What follows belongs to an exercise in optimizing a design on an open flow for small area; a production flow would make more cautious choices. The RTL was checked by simulation tests, not by an equivalence proof against the original design. No run shown here takes its clock network from TritonCTS; it comes from the design's own scripts or RTL. The clock port is modelled as an ideal driver, which makes a skipped or thinned clock tree look cheaper than it is; a real chip needs a root buffer or a tree. Power and IR drop assume default switching activity.

===== flow/design.v =====
module isp_result_encoder (
    input  wire       c_inv,
    input  wire       c_tmo,
    input  wire       c_flt,
    output reg  [1:0] result
);
    localparam [1:0] R_SUCCESS = 2'd0,
                     R_TIMEOUT = 2'd1,
                     R_HWFAULT = 2'd2,
                     R_INVALID = 2'd3;
    always @(*) begin
        if (c_inv)
            result = R_INVALID;
        else if (c_tmo)
            result = R_TIMEOUT;
        else if (c_flt)
            result = R_HWFAULT;
        else
            result = R_SUCCESS;
    end
endmodule
module isp_flash_programmer (
    input  wire        clk,
    input  wire        rst,           
    input  wire        req_valid,
    output wire        req_ready,
    input  wire [2:0]  req_op,
    input  wire [31:0] req_addr,
    input  wire [31:0] req_arg,
    output wire        rsp_valid,
    input  wire        rsp_ready,
    output wire [1:0]  rsp_result,
    output wire [31:0] rsp_rdata,
    output wire [1:0]  rsp_verdict,
    output wire        busy,
    output wire        bus_en,
    output wire        bus_we,
    output wire [2:0]  bus_reg,
    output wire [31:0] bus_wdata,
    input  wire [31:0] bus_rdata
);
    localparam [31:0] SPECIAL_ERASE_ADDR = 32'h0020_0000;
    localparam [31:0] ERASE_UNLOCK_KEY   = 32'h0055_AA03;
    localparam [31:0] ALL1_YES           = 32'hA11F_FFFF;
    localparam [31:0] ALL1_NO            = 32'hA110_0000;
    localparam [3:0] S_CMD   = 4'b1000,
                     S_ADDR  = 4'b1001,
                     S_WDATA = 4'b1010,
                     S_TRIG  = 4'b1011,
                     S_POLL  = 4'b0100,
                     S_RFAIL = 4'b0101,
                     S_WFAIL = 4'b1101,
                     S_RDATA = 4'b0010,
                     S_IDLE  = 4'b0110,
                     S_RESP  = 4'b0111;
    localparam [2:0] C_ERASE  = 3'b000,    
                     C_ERASES = 3'b001,    
                     C_READ   = 3'b010,    
                     C_PROG   = 3'b011,    
                     C_CKRES  = 3'b100,    
                     C_CKRUN  = 3'b101,    
                     C_A1RES  = 3'b110,    
                     C_A1RUN  = 3'b111;    
    reg [3:0]  st;
    reg [2:0]  cls;
    reg [1:0]  cnt;
    reg [31:2] addr;
    reg [31:0] data;
    wire s_idle  = (st == S_IDLE);
    wire s_cmd   = (st == S_CMD);
    wire s_addr  = (st == S_ADDR);
    wire s_wdata = (st == S_WDATA);
    wire s_trig  = (st == S_TRIG);
    wire s_poll  = (st == S_POLL);
    wire s_rfail = (st == S_RFAIL);
    wire s_wfail = (st == S_WFAIL);
    wire s_rdata = (st == S_RDATA);
    wire s_resp  = (st == S_RESP);
    wire q_page = (req_addr[8:0] == 9'd0);
    wire q_word = (req_addr[1:0] == 2'd0);
    wire q_parg = (req_arg[8:0] == 9'd0);
    wire q_spec = (req_addr[31:9] == SPECIAL_ERASE_ADDR[31:9]);
    reg  q_ok;
    reg  [2:0] q_cls;
    always @(*) begin
        case (req_op)
            3'd0:    begin q_ok = q_page;          q_cls = q_spec ? C_ERASES : C_ERASE; end
            3'd1:    begin q_ok = q_word;          q_cls = C_READ;  end
            3'd2:    begin q_ok = q_word;          q_cls = C_PROG;  end
            3'd3:    begin q_ok = q_page & q_parg; q_cls = C_CKRUN; end
            3'd4:    begin q_ok = q_page & q_parg; q_cls = C_A1RUN; end
            default: begin q_ok = 1'b0;            q_cls = C_A1RUN; end
        endcase
    end
    wire q_erase = (req_op == 3'd0);
    wire a1res   = (cls == C_A1RES);
    wire rd_busy = bus_rdata[0];
    wire rd_fail = bus_rdata[6];
    wire hi_ok   = (bus_rdata[31:20] == ALL1_YES[31:20]);
    wire rd_yes  = hi_ok & (&bus_rdata[19:0]);
    wire rd_no   = hi_ok & ~(|bus_rdata[19:0]);
    wire last    = (cnt == 2'b01);
    always @(posedge clk) begin
        if (rst) begin
            st <= S_IDLE;
        end else begin
            case (st)
                S_IDLE: if (req_valid) begin
                    cls <= q_cls;
                    cnt <= 2'b11;
                    st  <= q_ok ? S_CMD : S_RESP;
                end
                S_CMD:   st <= S_ADDR;
                S_ADDR:  st <= cls[0] ? S_WDATA : S_TRIG;
                S_WDATA: st <= S_TRIG;
                S_TRIG: begin
                    if (!a1res) cnt <= 2'b11;
                    st <= S_POLL;
                end
                S_POLL: begin
                    if (!rd_busy) begin
                        if (!cls[2]) begin
                            st <= cls[1] & ~cls[0] ? S_RDATA : S_RFAIL;
                        end else if (cls[0]) begin
                            cls[0] <= 1'b0;
                            cnt    <= 2'b11;
                            st     <= S_CMD;
                        end else begin
                            st <= S_RDATA;
                        end
                    end else if (last) begin
                        if (a1res) cnt <= 2'b10;
                        st <= S_RESP;
                    end else begin
                        cnt <= {cnt[0], ~cnt[1]};
                    end
                end
                S_RFAIL: begin
                    cnt <= 2'b00;
                    st  <= rd_fail ? S_WFAIL : S_RESP;
                end
                S_WFAIL: begin
                    cnt <= 2'b10;
                    st  <= S_RESP;
                end
                S_RDATA: begin
                    if (a1res) begin
                        if (rd_yes | rd_no) begin
                            cls[0] <= rd_yes;
                            cnt    <= 2'b00;
                            st     <= S_RESP;
                        end else if (last) begin
                            cnt <= 2'b10;
                            st  <= S_RESP;
                        end else begin
                            cnt <= {cnt[0], ~cnt[1]};
                            st  <= S_CMD;
                        end
                    end else begin
                        cnt <= 2'b00;
                        st  <= S_RESP;
                    end
                end
                S_RESP: if (rsp_ready) st <= S_IDLE;
                default: st <= S_IDLE;
            endcase
        end
    end
    always @(posedge clk)
        if (s_idle) addr <= req_addr[31:2];
    wire d_hold = s_cmd | s_addr | s_wdata | s_trig | s_resp;
    wire d_arg  = s_idle & ~q_erase;
    wire d_key  = s_idle & q_erase;
    wire d_cap  = s_rfail | s_rdata;
    wire d_ones = s_poll | s_wfail | (s_rfail & ~rd_fail) | (s_rdata & a1res) |
                  (s_idle & ~q_ok);
    always @(posedge clk)
        data <= ({32{d_hold}} & data) | ({32{d_arg}} & req_arg) | ({32{d_cap}} & bus_rdata) |
                {32{d_ones}} | ({32{d_key}} & ERASE_UNLOCK_KEY);
    wire [5:0] code;
    assign code[5] = cls[2] ? cls[0] : ~(cls[1] & ~cls[0]);
    assign code[4] = 1'b0;
    assign code[3] = cls[2];
    assign code[2] = cls[2] & ~cls[1];
    assign code[1] = ~cls[2] & ~cls[1];
    assign code[0] = cls[2] ? ~cls[1] : (cls[1] & cls[0]);
    assign bus_en    = ~rst & ~(st[2] & st[1]);
    assign bus_we    = st[3];
    assign bus_reg   = st[2:0];
    assign bus_wdata = ({32{s_addr}} & {addr, 2'b00}) | ({32{s_wdata | s_wfail}} & data) |
                       ({32{s_cmd}} & {26'd0, code}) | {31'd0, s_trig};
    assign req_ready   = s_idle;
    assign busy        = ~s_idle;
    assign rsp_valid   = s_resp;
    assign rsp_result  = cnt;
    assign rsp_rdata   = data;
    assign rsp_verdict = (cls[2] & cls[1] & (cnt == 2'b00)) ? {~cls[0], cls[0]} : 2'b00;
endmodule

===== flow/flow/remap_scripts.txt =====
strash;&get -n;&st;&dch;&nf -a;&put;topo
strash;&get -n;&st;&deepsyn -T 20;&dch;&nf -a;&put;topo
strash;&get -n;&st;&deepsyn -T 60;&dch;&nf -a;&put;topo
strash;&get -n;&st;&deepsyn -T 20;&dch;&nf -a -E 1000 -R 1000;&put;topo

===== flow/constraint.sdc =====
create_clock -name core_clock -period 5.0 [get_ports {clk}]
set_input_delay 1.0000 -clock core_clock [delete_from_list [all_inputs] [get_ports {clk}]]
set_output_delay 1.0000 -clock core_clock [all_outputs]
set_load 0.01 [all_outputs]

===== flow/standard.sh =====
#!/bin/bash
# synth_recipe.tcl (not shown) runs the flow's synth.tcl, then flattens the netlist and writes it again
# the make line also repeats each setting of config.mk as NAME=value (left out here)
make -C /OpenROAD-flow-scripts/flow DESIGN_CONFIG=/design/flow/config.mk WORK_HOME=/design/flow/orfs CLKGATE_MAP_FILE= SYNTH_SCRIPT=/design/flow/synth_recipe.tcl "${@:-finish}"

===== flow/flow/run.sh =====
#!/bin/bash
# ORFS layout (standard.sh) with these changes:
#  - after the standard synthesis, the combinational gates between the
#    registers are re-mapped for area by ABC (flow/remap.sh); the registers
#    are kept exactly as the standard synthesis made them;
#  - the port buffers are the smallest buffer cell;
#  - the clock tree is a balanced two-level tree, one root buffer and a few
#    leaf buffers over groups of registers (flow/clock_tree.tcl, used by
#    ORFS's CTS step in place of its clock_tree_synthesis call);
# Each tool's output goes to a log file in this folder (ORFS's own logs are
# under orfs/logs/).
set -euo pipefail
export BUFFER_PORTS_ARGS="-buffer_cell sky130_fd_sc_hd__buf_1"
export PRE_CTS_TCL="$PWD/flow/clock_tree.tcl"
export CLKTREE_NET=clk
export CLKTREE_LEAVES=5
export CLKTREE_LEAF_CELL=sky130_fd_sc_hd__clkbuf_8
export CLKTREE_ROOT_CELL=sky130_fd_sc_hd__clkbuf_4
R=orfs/results/sky130hd/isp_flash_programmer/base
bash standard.sh synth > synth.log 2>&1
cp $R/1_2_yosys.v std_1_2_yosys.v
bash flow/remap.sh "$PWD/std_1_2_yosys.v" "$PWD/remapped.v" "$FLOW_TOP" "$PWD/remap" > remap.log 2>&1
cp remapped.v $R/1_2_yosys.v
rm -f $R/1_synth.odb $R/1_synth.sdc
bash standard.sh > flow_make.log 2>&1

===== flow/flow/clock_tree.tcl =====
# Sourced by ORFS's cts.tcl (PRE_CTS_TCL) before its call of clock_tree_synthesis.
# It replaces that call with a small balanced two-level clock tree: the
# registers are split into CLKTREE_LEAVES groups by position (k-means), each
# group gets one leaf buffer at its centre, and one root buffer, driven by the
# clock port, drives the leaf buffers. Every register goes through exactly one
# root and one leaf buffer, so no register's clock is delayed on purpose.
proc clock_tree_synthesis { args } {
  set k $::env(CLKTREE_LEAVES)
  set leaf_cell $::env(CLKTREE_LEAF_CELL)
  set root_cell $::env(CLKTREE_ROOT_CELL)
  set block [ord::get_db_block]
  set clk_net [$block findNet $::env(CLKTREE_NET)]
  set pins {}
  foreach it [$clk_net getITerms] {
    set inst [$it getInst]
    set b [$inst getBBox]
    lappend pins [list [$inst getName]/[[$it getMTerm] getName] \
      [expr {([$b xMin] + [$b xMax]) / 2.0}] [expr {([$b yMin] + [$b yMax]) / 2.0}]]
  }
  set n [llength $pins]
  # deterministic start: sinks sorted by angle around their centre
  set sx 0.0; set sy 0.0
  foreach p $pins { set sx [expr {$sx + [lindex $p 1]}]; set sy [expr {$sy + [lindex $p 2]}] }
  set mx [expr {$sx / $n}]; set my [expr {$sy / $n}]
  set ang {}
  foreach p $pins { lappend ang [list [expr {atan2([lindex $p 2] - $my, [lindex $p 1] - $mx)}] $p] }
  set ang [lsort -real -index 0 $ang]
  set cx {}; set cy {}
  for {set c 0} {$c < $k} {incr c} {
    set p [lindex $ang [expr {int(($c + 0.5) * $n / $k)}] 1]
    lappend cx [lindex $p 1]; lappend cy [lindex $p 2]
  }
  for {set iter 0} {$iter < 50} {incr iter} {
    set asg {}
    foreach p $pins {
      set best 0; set bd 1e30
      for {set c 0} {$c < $k} {incr c} {
        set d [expr {abs([lindex $p 1] - [lindex $cx $c]) + abs([lindex $p 2] - [lindex $cy $c])}]
        if {$d < $bd} { set bd $d; set best $c }
      }
      lappend asg $best
    }
    set ncx {}; set ncy {}
    for {set c 0} {$c < $k} {incr c} {
      set tx 0.0; set ty 0.0; set m 0
      foreach p $pins a $asg { if {$a == $c} { set tx [expr {$tx + [lindex $p 1]}]; set ty [expr {$ty + [lindex $p 2]}]; incr m } }
      if {$m > 0} { lappend ncx [expr {$tx / $m}]; lappend ncy [expr {$ty / $m}] } else { lappend ncx [lindex $cx $c]; lappend ncy [lindex $cy $c] }
    }
    set cx $ncx; set cy $ncy
  }
  set dbu [$block getDbUnitsPerMicron]
  set lx 0.0; set ly 0.0; set used 0
  for {set c 0} {$c < $k} {incr c} {
    set group {}
    foreach p $pins a $asg { if {$a == $c} { lappend group [get_pins [lindex $p 0]] } }
    if {[llength $group] == 0} { continue }
    set x [expr {[lindex $cx $c] / $dbu}]; set y [expr {[lindex $cy $c] / $dbu}]
    puts "clock leaf $c: [llength $group] registers at ($x, $y)"
    insert_buffer -buffer_cell $leaf_cell -net $::env(CLKTREE_NET) -load_pins $group \
      -location [list $x $y] -buffer_name clkbuf_leaf_$c -net_name clknet_leaf_$c
    set lx [expr {$lx + $x}]; set ly [expr {$ly + $y}]; incr used
  }
  insert_buffer -buffer_cell $root_cell -net $::env(CLKTREE_NET) \
    -location [list [expr {$lx / $used}] [expr {$ly / $used}]] -buffer_name clkbuf_root -net_name clknet_root
  foreach net [$block getNets] {
    if {[string match clknet_* [$net getName]]} { $net setSigType CLOCK }
  }
  $clk_net setSigType CLOCK
  set_propagated_clock [all_clocks]
}

===== flow/flow/remap.sh =====
#!/bin/bash
# Re-maps the combinational logic of the standard synthesis netlist for area.
# The registers (their instances, names, cell types and connections) are kept
# as black boxes; only the gates between them are re-mapped by ABC with several
# area-oriented scripts, and the smallest result is kept.
# usage: remap.sh IN.v OUT.v TOP WORKDIR
set -uo pipefail
IN=$1; OUT=$2; TOP=$3; WD=$4
HERE=$(cd "$(dirname "$0")" && pwd)
LIB=${FLOW_HOME}/platforms/sky130hd/lib/sky130_fd_sc_hd__tt_025C_1v80.lib
mkdir -p "$WD"
# don't-use cells of the platform, as the standard synthesis passes them to ABC
DU=""
for c in $(make -s -C "$FLOW_HOME" --no-print-directory DESIGN_CONFIG="$PWD/config.mk" WORK_HOME="$PWD/orfs" print-DONT_USE_CELLS 2>/dev/null | sed 's/^DONT_USE_CELLS = //'); do
  case "$c" in sky130_*) DU="$DU -dont_use $c";; esac
done
# sequential and tie cells used by the netlist stay black boxes
SEQ=$(grep -o 'sky130_fd_sc_hd__[a-z0-9_]*' "$IN" | sort -u | grep -E '__(e?dfx|df[rsb]|sdf|sedf|dl|conb)' | tr '\n' ' ')
best=""; bestarea=""
i=0
while read -r script; do
  [ -z "$script" ] && continue
  i=$((i+1))
  echo "$script" | tr ';' '\n' > "$WD/s$i.abc"
  cat > "$WD/s$i.ys" <<EOY
read_liberty -ignore_miss_func $LIB
setattr -mod -set blackbox 1 $SEQ
read_verilog $IN
hierarchy -top $TOP
flatten
abc -script $WD/s$i.abc -liberty $LIB $DU
opt_clean -purge
hilomap -singleton -hicell sky130_fd_sc_hd__conb_1 HI -locell sky130_fd_sc_hd__conb_1 LO
splitnets
opt_clean -purge
rename -hide w:*.*
opt_clean -purge
tee -q -o $WD/s$i.stat stat -liberty $LIB
write_verilog -noattr -nohex -nodec $WD/s$i.v
EOY
  ( timeout 600 yosys -q -s "$WD/s$i.ys" > "$WD/s$i.log" 2>&1 ) &
done < "$HERE/remap_scripts.txt"
wait
for f in "$WD"/s*.stat; do
  a=$(grep -o "Chip area for module '[^']*': [0-9.]*" "$f" | awk '{print $NF}')
  [ -z "$a" ] && continue
  v=${f%.stat}.v
  [ -s "$v" ] || continue
  echo "$(basename $f .stat) area $a"
  if [ -z "$bestarea" ] || awk "BEGIN{exit !($a < $bestarea)}"; then best=$v; bestarea=$a; fi
done
# the standard netlist's own area, for comparison
cat > "$WD/s0.ys" <<EOY
read_liberty -lib $LIB
read_verilog $IN
hierarchy -top $TOP
tee -q -o $WD/s0.stat stat -liberty $LIB
EOY
yosys -q -s "$WD/s0.ys" > "$WD/s0.log" 2>&1
a0=$(grep -o "Chip area for module '[^']*': [0-9.]*" "$WD/s0.stat" | awk '{print $NF}')
echo "standard area $a0"
if [ -n "$best" ] && awk "BEGIN{exit !($bestarea < $a0)}"; then
  echo "keeping $best ($bestarea)"
  cp "$best" "$OUT"
else
  echo "keeping the standard netlist"
  [ "$IN" != "$OUT" ] && cp "$IN" "$OUT"
fi

===== flow/config.mk =====
export PLATFORM = sky130hd
export DESIGN_NAME = isp_flash_programmer
export DESIGN_NICKNAME = isp_flash_programmer
export VERILOG_FILES = /design/flow/design.v
export SDC_FILE = /design/flow/constraint.sdc
export NUM_CORES = 4
export LEC_CHECK = 0
export CAP_MARGIN = 0
export CORE_MARGIN = 2
export CORE_UTILIZATION = 50
export SLEW_MARGIN = 0

==> impl_summary.log, run 1 <==
INFO  metric worstHoldPathCells = 2
INFO  metric die-width = ~85 um
INFO  metric power.ir.vdd_worst = just over 0.3 mV
INFO  metric cp_arrival = between 2 and 3 ns
INFO  metric drive_gt1_frac = 0.03441
INFO  metric report.final.setup_viol = 0
INFO  metric global_route_usage_sum = 0.2971
INFO  metric route.antenna.remaining_nets = 0
INFO  metric placement.cell_area = a little over 4000 um2
INFO  metric dpl.hpwl = between 8000 and 9000 um
INFO  metric multi_input_combinational_cell_area = approximately 1500 um2
INFO  metric via_count = approximately 3600
INFO  metric dieArea = a little over 7000 um2
INFO  metric timing.max_cap.violations = 0
INFO  metric layout_worst_path_cycle_share = 0.7255
INFO  metric min-delay-path-class = reg2reg
INFO  metric maximum_cell_stage_delay_along_the_critical_path = approximately 0.67 ns
INFO  metric grt_pass1_wl = roughly 17000 um
INFO  metric crit_path_end_kind = output port
INFO  metric core_region_area = 6314 um2
INFO  metric finalHoldViolCount = 0
INFO  metric initial_utilization = 0.5139
INFO  metric grt_overflow_total = 0
INFO  metric post_cts_resize_count = 0
INFO  metric maximum_number_of_pins_on_one_net_before_global_route_repair = 32
INFO  metric wl_per_cell = 19.64 um
INFO  metric finalCriticalPeriod = ~3.6 ns
INFO  metric startpoint_type = flip-flop
INFO  metric n_antenna_cell = 0
INFO  metric final-seq-area = 1772 um2
INFO  metric crit_buf_inv = 2
INFO  metric reg2reg_from = st[3]
INFO  metric worst-r2r-cell-count = 9
INFO  metric crit_fanout = 19
INFO  metric final.setup.worst_slack = 1.373 ns
INFO  metric area_delta_synth_final = 27.96%
INFO  metric path_depth = 5
INFO  metric finalClockSkew = about 0.021 ns
INFO  metric clkLatencyLatePin = a little over 0.4 ns
INFO  metric power_report.internal_total = 1384 uW
INFO  metric post_cts_hold_buffer_count = 0
INFO  metric critPathKind = reg2out
INFO  metric core.rowCount = 29
INFO  metric cp_cell_sequence = nand2b_1, nor2_1, nand2_1, clkinv_1, buf_1
INFO  metric postLayoutCellArea = between 4000 and 5000 um2
INFO  metric worstSetupStartpoint = st[3]
INFO  metric post_cts_buffers = 0
INFO  metric clkTransAtPathRegs = between 0.1 and 0.15 ns
INFO  metric hold_start = data[22]
INFO  metric cp_data_required_time = ~4.0 ns
INFO  metric dieHeight = about 85 um
INFO  metric worst_path_max_delay_cell = sky130_fd_sc_hd__clkinv_1
INFO  metric grt_pass1_vias = approximately 3400
INFO  metric ys.warnings.count = 1
INFO  metric layout.nets = ~600
INFO  metric maxClockFrequency = approximately 280 MHz
INFO  metric port_buffers = 178
INFO  metric pwr-share-clk = 0.112
INFO  metric rsz0062_at_grt = false
INFO  metric wirelength = around 11000 um
INFO  metric net_sw_frac = 0.4408
INFO  metric antenna_found_initial = 0
INFO  metric post_synthesis_average_cell_area = about 11 um2
INFO  metric firstDrtPassIters = 10
INFO  metric initialDrtViolationCount = 345
INFO  metric placement.setup.worst_slack = 1.538 ns
INFO  metric power_switching = around 1100 uW
INFO  metric drc = 0
INFO  metric slew_headroom = 0.3290
INFO  metric finalWeightedCongestion = just over 0.9
INFO  metric worst_max_slew_pin_slew = 1.005 ns
INFO  metric power-per-cell-area = between 500 and 600 nW/um2
INFO  metric fill_cells = between 500 and 600
INFO  metric worst_hold_slack = 0.5317 ns
INFO  metric combinational_cell_fraction_of_total_power = 0.461
INFO  metric io_pins = around 180
INFO  metric report.final.slew_viol_count = 0
INFO  metric route.detailed.vias_per_inst = ~6.4
INFO  metric synthCells = 303
INFO  metric finalCoreUtilization = 0.6576
INFO  metric cell_area_after_synthesis = ~3200 um2
INFO  metric status = finished clean
INFO  metric critical-path-top-delay-family = buffers and inverters
INFO  metric synth_fp_nets = approximately 410
INFO  metric power.share.sequential = 0.427
INFO  metric fin_setup_tns = 0 ns
INFO  metric static-leakage-power = 0.001400 uW
[power by group through the flow]
stage / registers (uW) / clock network [uW] / logic, uW
2_1_floorplan: 1080 / 0 / 668
3_3_place_gp: 1060 / 0 / 1110
3_5_place_dp: 1070 / 0 / 1130
4_1_cts: 1050 / 279 / 1130
5_1_grt: 1080 / 296 / 1240
6_report: 1060 / 276 / 1140
[flip-flops by register name (all words and copies together), names as in the netlist]
name  count
addr     30
cnt       2
cls       3
st        4
data     32
[stage by stage]
| step | cells | total power [uW] |
|---|---|---|
| floorplan | 303 | 1743 |
| detailed placement | 565 | 2197 |
| global route | 571 | 2625 |
| CTS | 571 | 2465 |
| finish | 571 | 2476 |
| global placement | 565 | 2162 |
[worst min-delay path, delay by kind of cell, from the launching register on]
family / cells / cell delay (ns)
AOI/OAI and AO/OA: 1 / 0.08
DFF: 1 / 0.37
and+or+nand+nor: 1 / 0.07
[routing by layer]
layer / GRT usage / share of wire / vias up
met5: 0 / 0 / -
met4: 0.07215 / 0.021 / 0
met3: 0.04130 / 0.096 / 19
met2: 0.5197 / 0.51 / 229
met1: 0.3910 / 0.37 / 1742
li1: - / - / 1658
[cell usage in the layout, fill, tap and decap left out, types with 6 or more instances in the layout]
cell / count
sky130_fd_sc_hd__dfxtp_1: 36
sky130_fd_sc_hd__a222oi_1: 33
sky130_fd_sc_hd__nor3_1: 10
sky130_fd_sc_hd__buf_1: 178
sky130_fd_sc_hd__nand2_1: 48
sky130_fd_sc_hd__a21oi_1: 10
sky130_fd_sc_hd__a22o_1: 28
sky130_fd_sc_hd__nand4_1: 6
sky130_fd_sc_hd__nor2_1: 25
sky130_fd_sc_hd__nor4_1: 12
sky130_fd_sc_hd__edfxtp_1: 35
sky130_fd_sc_hd__buf_4: 7
[worst paths after layout]
path,endpoint,slack [ns]
min reg2reg,data[22],0.53
max reg2reg,st[1],1.59
min,data[22],0.53
max,req_ready,1.37
[cell type report, clock buffers not listed]
cell class / count / share of cell area
well taps: 77 / 0.02321
multi-input cells: 228 / 0.3544
inverters: 4 / 0.003617
flip-flops and latches: 71 / 0.4268
repair buffers: 185 / 0.1736
==> run 2, diff against run 1 <==
--- a/flow/design.v
+++ b/flow/design.v
@@ -54,3 +54,4 @@
                      S_IDLE  = 4'b0110,
-                     S_RESP  = 4'b0111;
+                     S_RESP  = 4'b0111,
+                     S_INV   = 4'b1110;    
     localparam [2:0] C_ERASE  = 3'b000,    
@@ -78,2 +79,3 @@
     wire s_resp  = (st == S_RESP);
+    wire s_inv   = (st == S_INV);
     wire q_page = (req_addr[8:0] == 9'd0);
@@ -110,4 +112,5 @@
                     cnt <= 2'b11;
-                    st  <= q_ok ? S_CMD : S_RESP;
-                end
+                    st  <= q_ok ? S_CMD : S_INV;
+                end
+                S_INV:   st <= S_RESP;
                 S_CMD:   st <= S_ADDR;
@@ -174,4 +177,3 @@
     wire d_cap  = s_rfail | s_rdata;
-    wire d_ones = s_poll | s_wfail | (s_rfail & ~rd_fail) | (s_rdata & a1res) |
-                  (s_idle & ~q_ok);
+    wire d_ones = s_poll | s_wfail | (s_rfail & ~rd_fail) | (s_rdata & a1res) | s_inv;
     always @(posedge clk)
--- a/flow/config.mk
+++ b/flow/config.mk
@@ -7,5 +7,5 @@
 export LEC_CHECK = 0
-export CAP_MARGIN = 0
+export CAP_MARGIN = 20
 export CORE_MARGIN = 2
 export CORE_UTILIZATION = 50
-export SLEW_MARGIN = 0
+export SLEW_MARGIN = 20
==> run 2 against run 1 <==
  * Maximum frequency is 2.9% lower
  * Global-route usage is 1.5 points lower
  * Clock power is 3% lower
  * Core utilization is 0.098 points lower
  * Routed wire length is 4.0% lower
  * First-iteration DRC count is 9.0% higher
  * Worst hold slack worse by 0.021 ns
  * Synthesized cell count is 0.33% lower
==> impl_summary.log, run 2 <==
INFO  metric dieHeight = 84.15 um (was 84.55 um)
INFO  metric grt_pass1_wl = 16390 um (was 17380 um)
INFO  metric top_register = data (unchanged)
INFO  metric cell_area_after_synthesis = 3212 um2 (was 3244 um2)
INFO  metric die-width = 84.15 um (was 84.55 um)
INFO  metric dpl.hpwl = 7896 um (was 8290 um)
INFO  metric clkTransAtPathRegs = 0.08 ns (was 0.11 ns)
INFO  metric crit_path_end_kind = output port (unchanged)
INFO  metric status = finished clean (unchanged)
INFO  metric finalHoldViolCount = 0 (unchanged)
INFO  metric antenna_found_initial = 0 (unchanged)
INFO  metric synth_fp_nets = 405 (was 406)
INFO  metric worst_hold_slack = 0.5107 ns (was 0.5317 ns)
INFO  metric final_cell_count_no_fill = 568 (was 571)
INFO  metric most_common_cell_after_layout_fill_and_taps_aside = sky130_fd_sc_hd__buf_1 (unchanged)
INFO  metric core_region_area = 6277 um2 (was 6314 um2)
INFO  metric final.setup.worst_slack = 1.264 ns (was 1.373 ns)
INFO  metric route.detailed.vias_per_inst = 6.213 (was 6.389)
INFO  metric min-delay-path-class = reg2reg (unchanged)
INFO  metric startpoint_type = flip-flop (unchanged)
INFO  metric drive_gt1_frac = 0.03055 (was 0.03441)
INFO  metric post_cts_resize_count = 0 (unchanged)
INFO  metric rsz0062_at_grt = false (unchanged)
INFO  metric cp_arrival = 2.74 ns (was 2.63 ns)
INFO  metric area_delta_synth_final = 28.32% (was 27.96%)
INFO  metric fin_setup_tns = 0 ns (unchanged)
INFO  metric post_synthesis_average_cell_area = 10.64 um2 (was 10.71 um2)
INFO  metric report.final.setup_viol = 0 (unchanged)
INFO  metric core.rowCount = 29 (unchanged)
INFO  metric largest_registers = data x32, addr x30, st x4 (unchanged)
INFO  metric initial_utilization = 0.5117 (was 0.5139)
INFO  metric initialDrtViolationCount = 376 (was 345)
INFO  metric placement.setup.worst_slack = 1.677 ns (was 1.538 ns)
INFO  metric power.ir.vdd_worst = 0.7047 mV (was 0.3060 mV)
INFO  metric numPlacedInstances = 561 (was 565)
INFO  metric port_buffers = 178 (unchanged)
INFO  metric maxClockFrequency = 267.6 MHz (was 275.7 MHz)
INFO  metric finalClockSkew = 0.03746 ns (was 0.02141 ns)
INFO  metric firstDrtPassIters = 8 (was 10)
INFO  metric crit_fanout = 17 (was 19)
INFO  metric layout.nets = 596 (was 599)
INFO  metric drc = 0 (unchanged)
INFO  metric static-leakage-power = 0.001432 uW (was 0.001400 uW)
INFO  metric slew_headroom = 0.2988 (was 0.3290)
INFO  metric post_cts_buffers = 0 (unchanged)
INFO  metric wl_per_cell = 18.95 um (was 19.64 um)
INFO  metric worst_path_max_delay_cell = sky130_fd_sc_hd__nor3b_2 (was sky130_fd_sc_hd__clkinv_1)
INFO  metric cp_cell_sequence = nand2b_1, nor3b_2, buf_4, a22o_1, buf_1 (was nand2b_1, nor2_1, nand2_1, clkinv_1, buf_1)
INFO  metric wirelength = 10770 um (was 11220 um)
INFO  metric power-per-cell-area = 608.8 nW/um2 (was 596.3 nW/um2)
INFO  metric timing.max_cap.violations = 0 (unchanged)
INFO  metric grt_overflow_total = 0 (unchanged)
INFO  metric grt_pass1_vias = 3306 (was 3436)
INFO  metric cp_data_required_time = 4.00 ns (about the same)
INFO  metric mostFrequentLayoutCells = sky130_fd_sc_hd__buf_1, sky130_fd_sc_hd__nand2_1, sky130_fd_sc_hd__dfxtp_1, sky130_fd_sc_hd__edfxtp_1, sky130_fd_sc_hd__a222oi_1 (unchanged)
INFO  metric synthCells = 302 (was 303)
INFO  metric n_antenna_cell = 0 (unchanged)
INFO  metric maximum_number_of_pins_on_one_net_before_global_route_repair = 40 (was 32)
INFO  metric layout_worst_path_cycle_share = 0.7473 (was 0.7255)
INFO  metric finalWeightedCongestion = 1.016 (was 0.9195)
INFO  metric global_route_usage_sum = 0.2823 (was 0.2971)
INFO  metric report.final.slew_viol_count = 0 (unchanged)
INFO  metric route.antenna.remaining_nets = 0 (unchanged)
INFO  metric via_count = 3529 (was 3648)
INFO  metric largest_reg_flops = 32 (unchanged)
INFO  metric worst_max_slew_pin_slew = 1.052 ns (was 1.005 ns)
INFO  metric total_power = 2509 uW (was 2476 uW)
INFO  metric finalCriticalPeriod = 3.736 ns (was 3.627 ns)
INFO  metric dieArea = 7080 um2 (was 7149 um2)
INFO  metric io_pins = 179 (unchanged)
INFO  metric critPathKind = reg2out (unchanged)
INFO  metric post_cts_hold_buffer_count = 0 (unchanged)
INFO  metric clkLatencyLatePin = 0.40 ns (was 0.41 ns)
INFO  metric ys.warnings.count = 1 (unchanged)
INFO  metric maximum_cell_stage_delay_along_the_critical_path = 0.81 ns (was 0.67 ns)
run 2: final cells by class, clock buffers not listed:
type	instances	area [um2]
Tap cell	77	96.34
Inverter	6	22.52
Multi-Input combinational cell	225	1441
Fill cell	556	2156
Sequential cell	71	1772
Timing Repair Buffer	183	713.2
run 2: routing by layer:
layer	routed length [um]	track usage	vias to the layer above
met1	4494	0.3986	1667
li1	-	-	1645
met3	923	0.04130	15
met4	144	0.05865	0
met2	5201	0.4668	202
met5	0	0	-
run 2: final timing paths:
kind                            startpoint             to  slack, ns  depth (start not counted)
worst min-delay path              data[12]       data[12]       0.51                          2
worst max-delay path                 st[2]  bus_wdata[30]       1.26                          5
worst min register to register    data[12]       data[12]       0.51                          2
worst max register to register       st[1]         cnt[0]       1.99                          8
run 2: report_power, final:
group | internal [uW] | switching [uW] | leakage, uW
clock | 99.3 | 168 | 0.0000406
sequential | 935 | 197 | 0.000643
combinational | 380 | 729 | 0.000748
total | 1410 | 1090 | 0.00143
run 2: metrics by stage:
| step | util | instance area, um2 |
|---|---|---|
| after global routing | 0.6566 | 4121 |
| after detailed placement | 0.6408 | 4023 |
| after floorplan | - | 3212 |
| after global placement | 0.6408 | 4023 |
| final | 0.6566 | 4121 |
| after CTS | 0.6530 | 4099 |
run 2: critical path, delay by kind of cell (launching register included):
family | cells | cell delay [ns]
and+or+nand+nor | 2 | 1.15
buffers and inverters | 2 | 0.54
DFF | 1 | 0.49
AOI/OAI and AO/OA | 1 | 0.19
==> run 3, diff against run 2 <==
--- a/flow/design.v
+++ b/flow/design.v
@@ -54,4 +54,3 @@
                      S_IDLE  = 4'b0110,
-                     S_RESP  = 4'b0111,
-                     S_INV   = 4'b1110;    
+                     S_RESP  = 4'b0111;
     localparam [2:0] C_ERASE  = 3'b000,    
@@ -79,3 +78,2 @@
     wire s_resp  = (st == S_RESP);
-    wire s_inv   = (st == S_INV);
     wire q_page = (req_addr[8:0] == 9'd0);
@@ -112,5 +110,4 @@
                     cnt <= 2'b11;
-                    st  <= q_ok ? S_CMD : S_INV;
+                    st  <= q_ok ? S_CMD : S_RESP;
                 end
-                S_INV:   st <= S_RESP;
                 S_CMD:   st <= S_ADDR;
@@ -177,3 +174,4 @@
     wire d_cap  = s_rfail | s_rdata;
-    wire d_ones = s_poll | s_wfail | (s_rfail & ~rd_fail) | (s_rdata & a1res) | s_inv;
+    wire d_ones = s_poll | s_wfail | (s_rfail & ~rd_fail) | (s_rdata & a1res) |
+                  (s_idle & ~q_ok);
     always @(posedge clk)
--- a/flow/flow/run.sh
+++ b/flow/flow/run.sh
@@ -9,2 +9,4 @@
 #    ORFS's CTS step in place of its clock_tree_synthesis call);
+#  - non-critical gates are downsized after global routing (power recovery),
+#    then max slew and capacitance are repaired again (flow/post_grt.tcl).
 # Each tool's output goes to a log file in this folder (ORFS's own logs are
@@ -18,2 +20,4 @@
 export CLKTREE_ROOT_CELL=sky130_fd_sc_hd__clkbuf_4
+export RECOVER_POWER=100
+export POST_GLOBAL_ROUTE_TCL="$PWD/flow/post_grt.tcl"
 R=orfs/results/sky130hd/isp_flash_programmer/base
==> flow/flow/post_grt.tcl (new file) <==
# Sourced at the end of ORFS's global route step (POST_GLOBAL_ROUTE_TCL).
# Power recovery can downsize a buffer below what its load needs; repair the
# max-slew and max-capacitance limits again, then re-legalise and re-route the
# changed nets incrementally.
log_cmd global_route -start_incremental
repair_design_helper
log_cmd detailed_placement
log_cmd global_route -end_incremental -congestion_report_file $::env(REPORTS_DIR)/congestion_post_final_repair.rpt
log_cmd estimate_parasitics -global_routing
report_check_types -max_slew -max_capacitance
write_guides $::env(RESULTS_DIR)/route.guide
==> run 3 against run 2 <==
  * Via count increased by 2.8%
  * Die area increased by 1.2%
  * Still clean on timing, DRC and antenna
  * Largest power group is now combinational cells
  * Cell area increased by 0.73%
  * Routed wire length increased by 1.7%
  * Critical endpoint is now bus_wdata[0]
  * Total power increased by 4.0%
==> impl_summary.log, run 3 <==
INFO  metric status = finished clean (unchanged)
INFO  metric drive_gt1_frac = 0.02569 (was 0.03055)
INFO  metric dpl.hpwl = 8133 um (was 7896 um)
INFO  metric top_register = data (unchanged)
INFO  metric fill_cells = 581 (was 556)
INFO  metric power-per-cell-area = 628.9 nW/um2 (was 608.8 nW/um2)
INFO  metric clkTransAtPathRegs = 0.09 ns (was 0.08 ns)
INFO  metric post_synthesis_average_cell_area = 10.26 um2 (was 10.64 um2)
INFO  metric worst_path_max_delay_cell = sky130_fd_sc_hd__clkbuf_1 (was sky130_fd_sc_hd__nor3b_2)
INFO  metric post_cts_resize_count = 0 (unchanged)
INFO  metric worstHoldEndpoint = data[29] (was data[12])
INFO  metric maximum_cell_stage_delay_along_the_critical_path = 0.76 ns (was 0.81 ns)
INFO  metric layout_worst_path_cycle_share = 0.8438 (was 0.7473)
INFO  metric most_common_cell_after_layout_fill_and_taps_aside = sky130_fd_sc_hd__buf_1 (unchanged)
INFO  metric slew_headroom = 0.2801 (was 0.2988)
INFO  metric io_pins = 179 (unchanged)
INFO  metric worst-r2r-cell-count = 11 (was 8)
INFO  metric finalHoldViolCount = 0 (unchanged)
INFO  metric port_buffers = 178 (unchanged)
INFO  metric mostFrequentLayoutCells = sky130_fd_sc_hd__buf_1, sky130_fd_sc_hd__nand2_1, sky130_fd_sc_hd__nor2_1, sky130_fd_sc_hd__dfxtp_1, sky130_fd_sc_hd__edfxtp_1 (was sky130_fd_sc_hd__buf_1, sky130_fd_sc_hd__nand2_1, sky130_fd_sc_hd__dfxtp_1, sky130_fd_sc_hd__edfxtp_1, sky130_fd_sc_hd__a222oi_1)
INFO  metric dieArea = 7167 um2 (was 7080 um2)
INFO  metric report.final.slew_viol_count = 0 (unchanged)
INFO  metric grt_pass1_wl = 17020 um (was 16390 um)
INFO  metric finalClockSkew = 0.04237 ns (was 0.03746 ns)
INFO  metric reg2reg_from = st[1] (unchanged)
INFO  metric reg2reg_setup_slack = 1.91 ns (was 1.99 ns)
INFO  metric finalCriticalPeriod = 4.219 ns (was 3.736 ns)
INFO  metric synthCells = 317 (was 302)
INFO  metric crit_path_end_kind = output port (unchanged)
INFO  metric initial_utilization = 0.5153 (was 0.5117)
INFO  metric critPathKind = reg2out (unchanged)
INFO  metric placement.cell_area = 4059 um2 (was 4023 um2)
INFO  metric worstHoldPathCells = 2 (unchanged)
INFO  metric largest_registers = data x32, addr x30, st x4 (unchanged)
INFO  metric finalWeightedCongestion = 1.053 (was 1.016)
INFO  metric power.ir.vdd_worst = 0.5150 mV (was 0.7047 mV)
INFO  metric die-width = 84.66 um (was 84.15 um)
INFO  metric report.final.setup_viol = 0 (unchanged)
INFO  metric n_antenna_cell = 0 (unchanged)
INFO  metric dieHeight = 84.66 um (was 84.15 um)
INFO  metric antenna_found_initial = 0 (unchanged)
INFO  metric worst_max_slew_pin_slew = 1.078 ns (was 1.052 ns)
INFO  metric placement.setup.worst_slack = 1.410 ns (was 1.677 ns)
INFO  metric min-delay-path-class = reg2reg (unchanged)
INFO  metric startpoint_type = flip-flop (unchanged)
INFO  metric initialDrtViolationCount = 275 (was 376)
INFO  metric fin_setup_tns = 0 ns (unchanged)
INFO  metric global_route_usage_sum = 0.2905 (was 0.2823)
INFO  metric route.detailed.vias_per_inst = 6.221 (was 6.213)
INFO  metric maximum_number_of_pins_on_one_net_before_global_route_repair = 42 (was 40)
INFO  metric drc = 0 (unchanged)
INFO  metric postLayoutCellArea = 4151 um2 (was 4121 um2)
INFO  metric grt_overflow_total = 0 (unchanged)
INFO  metric worstSetupStartpoint = st[2] (unchanged)
INFO  metric cp_data_required_time = 4.00 ns (about the same)
INFO  metric core.rowCount = 29 (unchanged)
INFO  metric hold_start = data[29] (was data[12])
INFO  metric via_count = 3627 (was 3529)
INFO  metric final.setup.worst_slack = 0.7810 ns (was 1.264 ns)
INFO  metric wirelength = 10950 um (was 10770 um)
INFO  metric crit_fanout = 18 (was 17)
INFO  metric ys.warnings.count = 1 (unchanged)
INFO  metric core_region_area = 6314 um2 (was 6277 um2)
INFO  metric wl_per_cell = 18.78 um (was 18.95 um)
INFO  metric maxClockFrequency = 237.0 MHz (was 267.6 MHz)
INFO  metric layout.nets = 611 (was 596)
INFO  metric clkLatencyLatePin = 0.42 ns (was 0.40 ns)
INFO  metric largest_reg_flops = 32 (unchanged)
INFO  metric area_delta_synth_final = 27.62% (was 28.32%)
INFO  metric static-leakage-power = 0.001386 uW (was 0.001432 uW)
INFO  metric post_cts_buffers = 0 (unchanged)
INFO  metric route.antenna.remaining_nets = 0 (unchanged)
INFO  metric cp_arrival = 3.22 ns (was 2.74 ns)
INFO  metric r2r_end = data[11] (was cnt[0])
INFO  metric synth_fp_nets = 420 (was 405)
INFO  metric firstDrtPassIters = 8 (unchanged)
INFO  metric timing.max_cap.violations = 0 (unchanged)
INFO  metric grt_pass1_vias = 3430 (was 3306)
INFO  metric cp_cell_sequence = clkinv_1, nor3b_1, nand2_1, o21ai_2, clkbuf_1, a211oi_1, o31ai_1, buf_1 (was nand2b_1, nor3b_2, buf_4, a22o_1, buf_1)
INFO  metric post_cts_hold_buffer_count = 0 (unchanged)
INFO  metric cell_area_after_synthesis = 3253 um2 (was 3212 um2)
==> run 3: worst max path at each step <==
stage / slack [ns] / to / depth (start not counted)
2_1_floorplan: 1.18 / bus_wdata[2] / 3
3_3_place_gp: 1.53 / data[11] / 11
3_5_place_dp: 1.41 / data[11] / 11
4_1_cts: 1.29 / bus_wdata[0] / 8
6_report: 0.78 / bus_wdata[0] / 8
==> run 3: area by class of cell, clock buffers not listed <==
cell class              instances  area (um2)  area share
repair buffers                183       716.9      0.1727
flip-flops and latches         71        1772      0.4268
well taps                      77       96.34     0.02321
multi-input cells             240        1468      0.3535
inverters                       6       22.52    0.005425
==> run 3: metrics by stage <==
step,util,total power (uW),std cells,hold slack (ns)
floorplan,-,1849,317,0.5357
global placement,0.6429,2261,576,0.4988
detailed placement,0.6429,2301,576,0.5017
CTS,0.6550,2569,582,0.5276
finish,0.6576,2611,583,0.5217
==> run 3: power breakdown <==
| part | internal [uW] | switching [uW] |
|---|---|---|
| clock network | 99.1 | 171 |
| logic | 414 | 795 |
| registers | 949 | 182 |
| total | 1460 | 1150 |
==> run 3: worst max-delay path, delay by kind of cell (launching register included) <==
kind                   cells  cell delay [ns]
DFF                        1             0.49
and+or+nand+nor            2             0.56
AOI/OAI and AO/OA          3             0.55
buffers and inverters      3             1.24
==> run 3: routing by layer <==
| metal | up-vias | GRT usage | routed length, um |
|---|---|---|---|
| met5 | - | 0 | 0 |
| met4 | 0 | 0.06061 | 195 |
| met3 | 19 | 0.04621 | 1150 |
| met2 | 221 | 0.5061 | 5428 |
| met1 | 1711 | 0.3849 | 4176 |
| li1 | 1676 | - | - |

==> separate check: timing with driven ports <==
No port has a modelled driver above. Below, the same layouts with a new extraction and two added sets of constraints. Step 1, drivers: a clkbuf_16 drives clk and a buf_2 each remaining input, both assumed. Step 2 adds t to the input delays and takes it off the output delays; t is the mean of the earliest and latest rising clock arrival at the registers after step 1. Input paths then give back, and output paths get back, about the clock's delay inside the block. Slacks: no drivers / after step 1 / after step 2; pairs: no drivers / after step 1.
run	shift t [ns]	setup WS [ns]	latest minus earliest clock arrival (ns)	cell pins on the clock port's net
run 1	0.430	1.373 / 1.341 / 1.500	0.025 / 0.025	1
run 2	0.410	1.264 / 1.237 / 1.647	0.038 / 0.037	1
run 3	0.429	0.781 / 0.749 / 1.177	0.042 / 0.043	1
After both steps every run listed still meets setup and hold.
